Context: an optimization exercise on an open-source flow, tuned for small area, a short achievable clock period and few clock cycles per item. The choices shown serve that exercise and are no tape-out recipe.
In this exercise RTL edits were held to simulation tests only and were not proved equivalent to the original.

==> design.v <==
module ssb_resampler (
    input  wire        clk,
    input  wire        rst,
    input  wire        cmd_valid,
    input  wire [1:0]  cmd_op,
    input  wire [31:0] cmd_data,
    output wire        cmd_ready,
    output reg         out_valid,
    output reg  [15:0] out_sample,
    output reg  [20:0] out_step
);
    localparam [1:0] OP_NOP = 2'd0, OP_PUSH = 2'd1, OP_STEP = 2'd2, OP_SETRATE = 2'd3;
    reg        rst_q;           
    reg        rdy;
    reg        q_v;
    reg [1:0]  q_op;
    reg [31:0] q_data;
    assign cmd_ready = rdy;
    reg [5:0]    widx, ridx;
    reg [2047:0] ring;
    reg [20:0]   dq;            
    reg [6:0]    rem;
    reg [3:0]    div_cnt;
    reg [28:0]   acc;
    reg [15:0]   phase;
    reg [15:0]   corr_r;        
    reg          f_last;        
    reg [31:0]   hist0, hist1, hist2, hist3;
    reg [18:0]   c3l, c3r;      
    reg [19:0]   c2l, c2r;
    reg        p_v;
    reg [2:0]  p_cnt;
    reg [5:0]  p_addr;
    reg [1:0]  p_lo0, p_lo1, p_lo2, p_lo3;    
    reg [1:0]  p_inc;
    reg        p_bc;            
    reg        i_s1, i_s2, i_s3;    
    reg [15:0] i_t;
    reg [20:0] i_step;
    reg [16:0] i_c1l, i_c1r;
    reg [16:0] i_s0;            
    reg [20:0] w_l, w_r;        
    reg        c_pend;
    wire [20:0] base     = dq;
    wire        div_busy = (div_cnt != 4'd0);
    wire [5:0] fill   = widx - ridx;
    wire       i_free = !(i_s1 || i_s2);
    wire       xfer   = p_v && (p_cnt <= 3'd1) && i_free;    
    wire       p_free = !p_v || xfer;
    wire       p_rd   = p_v && (p_cnt != 3'd0);
    wire is_push = (q_op == OP_PUSH);
    wire is_step = (q_op == OP_STEP);
    wire is_rate = (q_op == OP_SETRATE);
    wire stall = (is_push && p_rd && (fill >= 6'd60)) ||
                 (is_step && (div_busy || !p_free || f_last)) ||
                 (is_rate && div_busy);
    wire exec    = q_v && !stall;
    wire do_push = exec && is_push;
    wire do_step = exec && is_step;
    wire do_rate = exec && is_rate;
    wire q_free  = !q_v || exec;
    wire div_busy_n = (div_cnt > 4'd1) || do_rate;
    wire step_ok_n  = !div_busy_n && !do_step &&
                      (!p_v || xfer || ((p_cnt <= 3'd2) && !i_s1));
    wire push_ok_n  = !((do_step || (p_v && (p_cnt >= 3'd2))) && (fill >= 6'd59));
    wire rate_ok_n  = !div_busy_n;
    wire take       = rdy && cmd_valid;
    wire [1:0] op_n = take ? cmd_op : q_op;
    wire held_n     = take || !q_free;
    wire ok_n       = (op_n == OP_PUSH) ? push_ok_n :
                      (op_n == OP_STEP) ? step_ok_n :
                      (op_n == OP_SETRATE) ? rate_ok_n : 1'b1;
    wire rdy_n      = !held_n || ok_n;
    wire [17:0] rate_c = (q_data < 32'd8000)   ? 18'd8000 :
                         (q_data > 32'd192000) ? 18'd192000 : q_data[17:0];
    wire [9:0]  dx = {rem, dq[20:18]};
    wire [2:0]  dg = (dx >= 10'd875) ? 3'd7 : (dx >= 10'd750) ? 3'd6 :
                     (dx >= 10'd625) ? 3'd5 : (dx >= 10'd500) ? 3'd4 :
                     (dx >= 10'd375) ? 3'd3 : (dx >= 10'd250) ? 3'd2 :
                     (dx >= 10'd125) ? 3'd1 : 3'd0;
    wire [9:0]  dr = dx - dg * 10'd125;
    wire push_ok = do_push && (fill != 6'd63);      
    wire [28:0]  corr_x  = {{13{corr_r[15]}}, corr_r};
    wire [28:0]  acc_new = acc - {8'd0, acc[28:8]} + {8'd0, base} + corr_x;
    wire [29:0]  sum4    = {6'd0, phase, 8'd0} + {1'b0, acc} - {9'd0, acc[28:8]} + {9'd0, base} + {corr_x[28], corr_x};
    wire [5:0]   npop    = sum4[29:24];
    wire         big     = (npop > 6'd4);
    wire         n_le_f  = (npop <= fill);
    wire [2:0]   rpop    = big ? 3'd4 : npop[2:0];
    wire         bcast   = ({1'b0, npop} >= {1'b0, fill} + 7'd3);
    wire         k0      = (npop == 6'd0) || (fill == 6'd0);
    wire [5:0]   ridx_m1 = ridx - 6'd1;
    wire [5:0]   widx_m1 = widx - 6'd1;
    wire [5:0]   ridx_m4 = ridx - 6'd4;
    wire [5:0]   ridx_np = ridx + npop;
    wire [5:0]   ridx_s  = ridx_m4 + npop;
    wire [5:0]   a0      = k0 ? ridx_m1 : bcast ? widx_m1 : big ? ridx_s : ridx;
    wire [5:0]   ridx_k  = n_le_f ? ridx_np : widx;
    wire [5:0]   f_m1    = fill - 6'd1;
    wire [5:0]   f_m1s   = fill + 6'd3 - npop;
    wire [1:0]   inc0    = (k0 || bcast) ? 2'd0 :
                           n_le_f ? (big ? 2'd3 : npop[1:0] - 2'd1) :
                           (big ? f_m1s[1:0] : f_m1[1:0]);
    wire [5:0]   fill_n  = push_ok ? (fill + 6'd1) : fill;    
    wire [22:0]  m1 = {2'b00, base};
    wire [22:0]  m2 = {1'b0, base, 1'b0};
    wire [22:0]  m3 = m1 + m2;
    wire [22:0]  m1d = m1 - 23'd1;
    wire [22:0]  m2d = m2 - 23'd1;
    wire [22:0]  m3d = m3 - 23'd1;
    wire [13:0]  lim = base[20:7];
    wire [15:0]  corr_n =
        (fill_n >= 6'd36) ? {2'b00, lim} :
        (fill_n <= 6'd28) ? ~{2'b00, lim} + 16'd1 :
        (fill_n == 6'd35) ? {2'b00, m3[22:9]} :
        (fill_n == 6'd34) ? {2'b00, m2[22:9]} :
        (fill_n == 6'd33) ? {2'b00, m1[22:9]} :
        (fill_n == 6'd32) ? 16'd0 :
        (fill_n == 6'd31) ? ~{2'b00, m1d[22:9]} :
        (fill_n == 6'd30) ? ~{2'b00, m2d[22:9]} : ~{2'b00, m3d[22:9]};
    wire [31:0] rd;
    assign rd[7:0]   = ring[{p_addr[5:2], p_lo0, 5'd0} +: 8];
    assign rd[15:8]  = ring[{p_addr[5:2], p_lo1, 5'd8} +: 8];
    assign rd[23:16] = ring[{p_addr[5:2], p_lo2, 5'd16} +: 8];
    assign rd[31:24] = ring[{p_addr[5:2], p_lo3, 5'd24} +: 8];
    wire [15:0] b0l = {~hist0[31], hist0[30:16]}, b0r = {~hist0[15], hist0[14:0]};
    wire [15:0] b1l = {~hist1[31], hist1[30:16]}, b1r = {~hist1[15], hist1[14:0]};
    wire [15:0] b2l = {~hist2[31], hist2[30:16]}, b2r = {~hist2[15], hist2[14:0]};
    wire [15:0] b3l = {~hist3[31], hist3[30:16]}, b3r = {~hist3[15], hist3[14:0]};
    wire [15:0] bdl = {~rd[31], rd[30:16]},       bdr = {~rd[15], rd[14:0]};
    wire [18:0] n3l = 19'd3 * ({3'd0, b2l} - {3'd0, b3l}) + {3'd0, bdl} - {3'd0, b1l};
    wire [18:0] n3r = 19'd3 * ({3'd0, b2r} - {3'd0, b3r}) + {3'd0, bdr} - {3'd0, b1r};
    wire [19:0] n2l = 20'd2 * {4'd0, b1l} - 20'd5 * {4'd0, b2l} + 20'd4 * {4'd0, b3l} - {4'd0, bdl};
    wire [19:0] n2r = 20'd2 * {4'd0, b1r} - 20'd5 * {4'd0, b2r} + 20'd4 * {4'd0, b3r} - {4'd0, bdr};
    wire signed [20:0] ma_l = i_s1 ? $signed(c3l) : $signed(w_l);
    wire signed [20:0] ma_r = i_s1 ? $signed(c3r) : $signed(w_r);
    wire signed [20:0] ad_l = i_s1 ? $signed(c2l) : i_s2 ? $signed(i_c1l) : 21'sd0;
    wire signed [20:0] ad_r = i_s1 ? $signed(c2r) : i_s2 ? $signed(i_c1r) : 21'sd0;
    wire [20:0] mu_l = {~ma_l[20], ma_l[19:0]};
    wire [20:0] mu_r = {~ma_r[20], ma_r[19:0]};
    wire [37:0] pr_l = mu_l * i_t + {ad_l[20], ad_l, 16'd0} - {2'b00, i_t, 20'd0};
    wire [37:0] pr_r = mu_r * i_t + {ad_r[20], ad_r, 16'd0} - {2'b00, i_t, 20'd0};
    wire signed [21:0] mono_s = $signed(w_l) + $signed(w_r) + $signed({i_s0, 1'b0});
    wire signed [19:0] mono   = mono_s[21:2];
    wire [15:0] sample = (mono > 20'sd32767)  ? 16'h7fff :
                         (mono < -20'sd32768) ? 16'h8000 : mono[15:0];
    integer j;
    always @(posedge clk) begin
        for (j = 0; j < 64; j = j + 1)
            if (push_ok && widx == j)
                ring[j*32 +: 32] <= q_data;
        if (rst_q)
            ring[63*32 +: 32] <= 32'd0;
    end
    always @(posedge clk) begin
        if (q_free)
            q_data <= cmd_data;
        corr_r <= corr_n;
        if (xfer) begin
            i_t    <= phase;
            i_step <= acc[28:8];
        end
        i_c1l <= {1'b0, b2l} - {1'b0, b0l};
        i_c1r <= {1'b0, b2r} - {1'b0, b0r};
        if (i_s1)
            i_s0 <= $signed(hist1[31:16]) + $signed(hist1[15:0]);
        w_l <= pr_l[36:16];
        w_r <= pr_r[36:16];
        if (i_s3)
            out_step <= i_step;
        out_sample <= sample;       
        rst_q <= rst;
        if (rst) begin
            rdy       <= 1'b0;
            q_v       <= 1'b0;
            out_valid <= 1'b0;
        end else if (rst_q) begin
            rdy       <= 1'b1;
            q_v       <= 1'b0;
            out_valid <= 1'b0;
        end else begin
            rdy <= rdy_n;
            if (take)
                q_v <= 1'b1;
            else if (exec)
                q_v <= 1'b0;
            out_valid <= c_pend;
        end
        if (take)
            q_op <= cmd_op;
        if (rst_q) begin
            widx      <= 6'd0;
            ridx      <= 6'd0;
            dq        <= 21'd393216;
            rem       <= 7'd0;
            div_cnt   <= 4'd0;
            acc       <= 29'h0600_0000;
            phase     <= 16'd0;
            f_last    <= 1'b0;
            hist0     <= 32'd0;
            hist1     <= 32'd0;
            hist2     <= 32'd0;
            hist3     <= 32'd0;
            c3l       <= 19'd0;
            c3r       <= 19'd0;
            c2l       <= 20'd0;
            c2r       <= 20'd0;
            p_v       <= 1'b0;
            i_s1      <= 1'b0;
            i_s2      <= 1'b0;
            i_s3      <= 1'b0;
            c_pend    <= 1'b0;
        end else begin
            if (push_ok)
                widx <= widx + 6'd1;
            if (do_rate) begin
                rem     <= rate_c[17:11];
                dq      <= {rate_c[10:0], 10'd0};
                div_cnt <= 4'd8;
            end else if (div_busy) begin
                if (div_cnt != 4'd1) begin
                    rem <= dr[6:0];
                    dq  <= {dq[17:0], dg};
                end
                div_cnt <= div_cnt - 4'd1;
            end
            if (p_rd) begin
                hist0 <= p_bc ? rd : hist1;
                hist1 <= p_bc ? rd : hist2;
                hist2 <= p_bc ? rd : hist3;
                hist3 <= rd;
                c3l   <= p_bc ? 19'd0 : n3l;
                c3r   <= p_bc ? 19'd0 : n3r;
                c2l   <= p_bc ? 20'd0 : n2l;
                c2r   <= p_bc ? 20'd0 : n2r;
            end
            if (p_rd) begin
                p_cnt <= p_cnt - 3'd1;
                if (p_inc != 2'd0) begin
                    p_addr <= p_addr + 6'd1;
                    p_lo0  <= p_lo0 + 2'd1;
                    p_lo1  <= p_lo1 + 2'd1;
                    p_lo2  <= p_lo2 + 2'd1;
                    p_lo3  <= p_lo3 + 2'd1;
                    p_inc  <= p_inc - 2'd1;
                end
            end
            f_last <= do_step;
            if (do_step) begin
                acc    <= acc_new;
                phase  <= sum4[23:8];
                ridx   <= ridx_k;
                p_v    <= 1'b1;
                p_cnt  <= bcast ? 3'd1 : rpop;
                p_bc   <= bcast;
                p_addr <= a0;
                p_lo0  <= a0[1:0];
                p_lo1  <= a0[1:0];
                p_lo2  <= a0[1:0];
                p_lo3  <= a0[1:0];
                p_inc  <= inc0;
            end else if (xfer) begin
                p_v <= 1'b0;
            end
            i_s1      <= xfer;
            i_s2      <= i_s1;
            i_s3      <= i_s2;
            c_pend    <= i_s3;
        end
    end
endmodule
==> flow/run.sh <==
#!/bin/bash
# The standard layout (standard.sh), with one change: the port buffers
# that buffer_ports inserts are buf_2 cells instead of the delay buffers
# (clkdlybuf4s50_1) it picks by default, which slowed every output path.
set -euo pipefail
export BUFFER_PORTS_ARGS="-buffer_cell sky130_fd_sc_hd__buf_2"
bash standard.sh > standard_flow.log 2>&1
==> standard.sh <==
#!/bin/bash
# synth_recipe.tcl (not shown) runs the flow's synth.tcl, then flattens the netlist and writes it again
# the make line also repeats each setting of config.mk as NAME=value (left out here)
make -C /OpenROAD-flow-scripts/flow DESIGN_CONFIG=/design/flow/config.mk WORK_HOME=/design/flow/orfs CLKGATE_MAP_FILE= SYNTH_SCRIPT=/design/flow/synth_recipe.tcl "${@:-finish}"
==> config.mk <==
export PLATFORM = sky130hd
export DESIGN_NAME = ssb_resampler
export DESIGN_NICKNAME = ssb_resampler
export VERILOG_FILES = /design/flow/design.v
export SDC_FILE = /design/flow/constraint.sdc
export NUM_CORES = 4
export LEC_CHECK = 0
export CAP_MARGIN = 20
export CORE_MARGIN = 2
export CORE_UTILIZATION = 55
export CTS_CLUSTER_DIAMETER = 100
export CTS_CLUSTER_SIZE = 24
export PLACE_DENSITY = 0.65
export SLEW_MARGIN = 20
==> constraint.sdc <==
create_clock -name core_clock -period 40.0 [get_ports {clk}]
set_input_delay 8.0000 -clock core_clock [delete_from_list [all_inputs] [get_ports {clk}]]
set_output_delay 8.0000 -clock core_clock [all_outputs]
set_load 0.01 [all_outputs]
==> results by group <==
Run status
  – Outcome: complete, no violations

Clock network
  – Hold-fix buffers, CTS: 0
  – Root buffer selected by CTS: sky130_fd_sc_hd__clkbuf_16
  – CTS tree: yes
  – Setup Fix Bufs, Post-CTS: 0
  – Num Clock Sinks: between 2000 and 3000
  – # resized after CTS: 0
  – Maximum clock insertion buffer count: 3
  – Number of clock buffers inserted by TritonCTS: approximately 140
  – Clock network latency to the later pin of the worst-skew pair: around 0.86 ns
  – CTS clock-pin slew for the worst setup and hold paths: 0.11 ns
  – H-tree depth reported by CTS: 4

Drt
  – Routed wire length: 358000 um
  – Detailed-routing iteration count for the pre-antenna-repair pass: 8
  – Iteration-0 DRC count of the detailed router: around 8300
  – Total via count after detailed routing: just over 80000
  – Avg Vias per Cell: 6.03
  – Mean routed wirelength per cell: roughly 26 um
  – Number of nets with antenna violations after routing: 0
  – Final routed DRC violation total: 0

GRT
  – Global routing met2 resource utilization: 45.3%
  – First-pass GRT wire length: 540000 um
  – Met3 layer usage reported by global route: under 10%
  – Via count of the first global-routing pass: approximately 84000
  – Global-route usage over all layers: between 20% and 30%
  – Total grt overflow: 0
  – Met1 usage in global routing: roughly two fifths
  – Busiest metal layer after global routing: met2
  – Maximum number of pins on one net before global-route repair: 130
  – Antenna violations before repair: 11

Synth
  – Synthesized cell area: between 0.1 and 0.15 mm^2
  – Xor/xnor share of the synthesized area: approximately 1.9%
  – Leading post-synthesis cells by cell area: sky130_fd_sc_hd__edfxtp_1, sky130_fd_sc_hd__fa_1, sky130_fd_sc_hd__mux4_2
  – Combinational family with the most area after synthesis: adder cells
  – Post-synth top flop: sky130_fd_sc_hd__edfxtp_1
  – Proportion of synthesized area in mux cells: 11.4%
  – Avg Synthesized Cell Area: ~14 um^2
  – Number of enable flip-flop cells after synthesis: roughly 2100
  – Synthesized netlist cell count: a little over 10000
  – Portion of synthesized cell area occupied by the leading cell type: 45.5%
  – Post-Synth Simple-Gate Area: under 10%
  – Share of the yosys chip area belonging to registers: between 50% and 60%
  – Number of register bits inferred by synthesis: 2590
  – Distinct cell type count after synthesis: between 90 and 100
  – Synthesized-area fraction occupied by ao, oa, aoi and oai cells: under 10%
  – Ys async rst share: 0%
  – Number of nets produced by synthesis: approximately 12000
  – Yosys top cell by area: sky130_fd_sc_hd__edfxtp_1
  – Adder-cell area share of the yosys netlist: between 10% and 20%
  – Synth warnings: 1

Setup path
  – Maximum fanout along the worst path: 1
  – Delay of the slowest cell on the worst path: ~0.40 ns
  – Source of the worst register-to-register timing path: i_s1
  – Slowest-stage cell, CP: sky130_fd_sc_hd__edfxtp_1
  – Critical path endpoint category: output port
  – Crit-path leading delay family: flip-flops
  – Endpoint arrival time on the critical path: approximately 1.4 ns
  – Total buffers and inverters traversed by the critical path: 1
  – Cell breakdown of the critical path: buf_2
  – Setup crit start kind: flop
  – Worst Path Class, Setup: reg2out
  – Setup crit start: out_step[9]
  – Required time of the critical path: between 30 and 40 ns

Place
  – Cell area reported after detailed placement: about 0.15 mm^2
  – Global placement routability congestion: 0.907
  – Detail Placement HPWL: around 240000 um
  – Buffers on Ports: between 70 and 80
  – # placed instances: between 10000 and 15000

Flow run
  – Reported max-cap violation count: 0

Floorplan
  – Area of the core region: ~0.26 mm^2
  – Initial core utilization: 55.2%
  – Floorplan die height: approximately 510 um
  – DIE AREA: between 0.2 and 0.3 mm^2
  – I/O pin count: 76
  – Row cnt: approximately 190
  – Die width: 511 um

Timing
  – Period Utilization, post-route: 23.5%
  – FMAX: about 0.11 GHz
  – Max-slew violation count: 0
  – Setup violators final: 0
  – Min Clock Period, post-route: 9.40 ns
  – Worst Tran Pin Value: ~1.1 ns
  – Unrepaired setup endpoints after global routing: false
  – Worst-case clock skew: about 0.076 ns
  – Remaining max-slew budget at the tightest pin: a little over a quarter
  – Final hold viol count: 0
  – Post-Route Setup TNS: 0 ns

Final layout
  – End-of-flow core utilization: 58.9%
  – Area growth from synthesis to layout: 6.77%
  – Share of post-route cells with drive strength above 1: between 10 and 15%
  – Number of standard cells in the layout, taps in and fillers out: between 10000 and 15000
  – Final instance area: about 0.15 mm^2
  – Final Net Count: between 10000 and 15000

Hold path
  – Hold path startpoint: i_step[19]
  – Class of the most critical hold timing path: reg2reg
==> flip-flops by register name (all words and copies together) (netlist names), 17 cells and up <==
name	count
acc	29
c2l	20
c2r	20
c3l	19
c3r	19
dq	21
hist0	32
hist1	32
hist2	32
hist3	32
i_c1l	17
i_c1r	17
i_s0	17
i_step	21
out_step	21
q_data	32
ring	2048
w_l	21
w_r	21
==> cells in the final DEF, fill, tap and decap left out, types with 44 or more instances in the layout <==
master,synthesis,final
sky130_fd_sc_hd__xor2_1,106,106
sky130_fd_sc_hd__xnor2_1,201,201
sky130_fd_sc_hd__dfxtp_1,447,445
sky130_fd_sc_hd__nor3_1,117,114
sky130_fd_sc_hd__buf_4,1,199
sky130_fd_sc_hd__ha_1,613,613
sky130_fd_sc_hd__nand3_1,81,79
sky130_fd_sc_hd__inv_1,1415,1415
sky130_fd_sc_hd__mux4_2,672,672
sky130_fd_sc_hd__a21oi_1,415,415
sky130_fd_sc_hd__nand2_1,848,847
sky130_fd_sc_hd__mux2_2,44,44
sky130_fd_sc_hd__clkbuf_1,344,66
sky130_fd_sc_hd__edfxtp_1,2143,2143
sky130_fd_sc_hd__and2_1,171,171
sky130_fd_sc_hd__a22oi_1,58,58
sky130_fd_sc_hd__a211oi_1,55,55
sky130_fd_sc_hd__nor2_4,0,62
sky130_fd_sc_hd__a21o_1,77,77
sky130_fd_sc_hd__o21ai_0,231,229
sky130_fd_sc_hd__nor2_1,548,485
sky130_fd_sc_hd__clkbuf_16,0,139
sky130_fd_sc_hd__buf_2,8,75
sky130_fd_sc_hd__fa_1,883,883
sky130_fd_sc_hd__a221oi_1,73,73
==> final timing paths <==
path | to | slack, ns | depth (start not counted)
max reg2reg | w_l[17] | 30.74 | 26
min reg2reg | out_step[19] | 0.42 | 0
min | out_step[19] | 0.42 | 0
max | out_step[9] | 30.60 | 1
==> cell usage after synthesis (all sizes together), types with 42 or more instances <==
cell and n:
dfxtp 447, inv 1415, o21ai 242, a22oi 58, nand3 81, nor2b 42
xnor2 202, nand2 848, nor3 117, fa 883, mux2i 42, clkbuf 344
a211oi 55, a221oi 74, and2 171, nor2 549, buf 79, xor2 107
ha 613, edfxtp 2143, mux2 44, a21oi 415, a21o 77, mux4 672
==> final cells by class <==
cell class	instances	area, um^2
clock inverter	34	628
timing repair buffer	279	1980
inverter	1425	5350
sequential	2590	73300
fill	19800	105000
antenna	5	12.5
clock buffer	208	3770
multi-input combinational	5817	61700
tap	3384	4230
==> metal layers <==
layer  routed length [um]  share of wire, %
met2               174000                48
met5                   13            0.0036
met1               151000                42
met3                25200               7.0
met4                 7950               2.2
==> cells by family (layout without fill, tap and decap cells) <==
logic type / Yosys count / in the layout
AO/OA/AOI/OAI: 1248 / 1248
XOR/XNOR: 310 / 310
adder cells (fa/ha/maj): 1497 / 1497
buffers and inverters: 1848 / 1946
flip-flops: 2590 / 2590
multiplexers: 758 / 758
other: 0 / 5
AND/OR/NAND/NOR: 2004 / 2004
==> through the flow <==
stage          hold slack (ns)  worst slack [ns]
5_1_grt                  0.429             30.37
4_1_cts                  0.424             30.54
3_5_place_dp             0.405             30.75
3_3_place_gp             0.400             30.82
2_1_floorplan            0.400             31.03
6_report                 0.422             30.60
Testbench counts, summed over its fixed seeds: cycles 18,847, steps 3,200.

[port drivers added, routing unchanged]
No port has a modelled driver above. Below, the same layout with a new extraction and two added sets of constraints.
Step 1: set_driving_cell puts a clkbuf_16 on clk and a buf_2 on each other input, an assumption about the parent block.
Step 2, shift: input delay + t, output delay - t, t = (earliest + latest rising clock arrival at the registers) / 2. This alone moves slack from input paths to output paths.
Slacks: no drivers / after step 1 / after step 2; pairs: no drivers / after step 1.
t, ns: 0.915
slack for setup (ns): 30.603 / 30.511 / 30.713
worst register clock-pin slew, ns: 0.11 / 0.11
After both steps this run still meets setup and hold. The setup slack of this run moves by -0.092 ns with the drivers and by +0.110 ns with both steps.
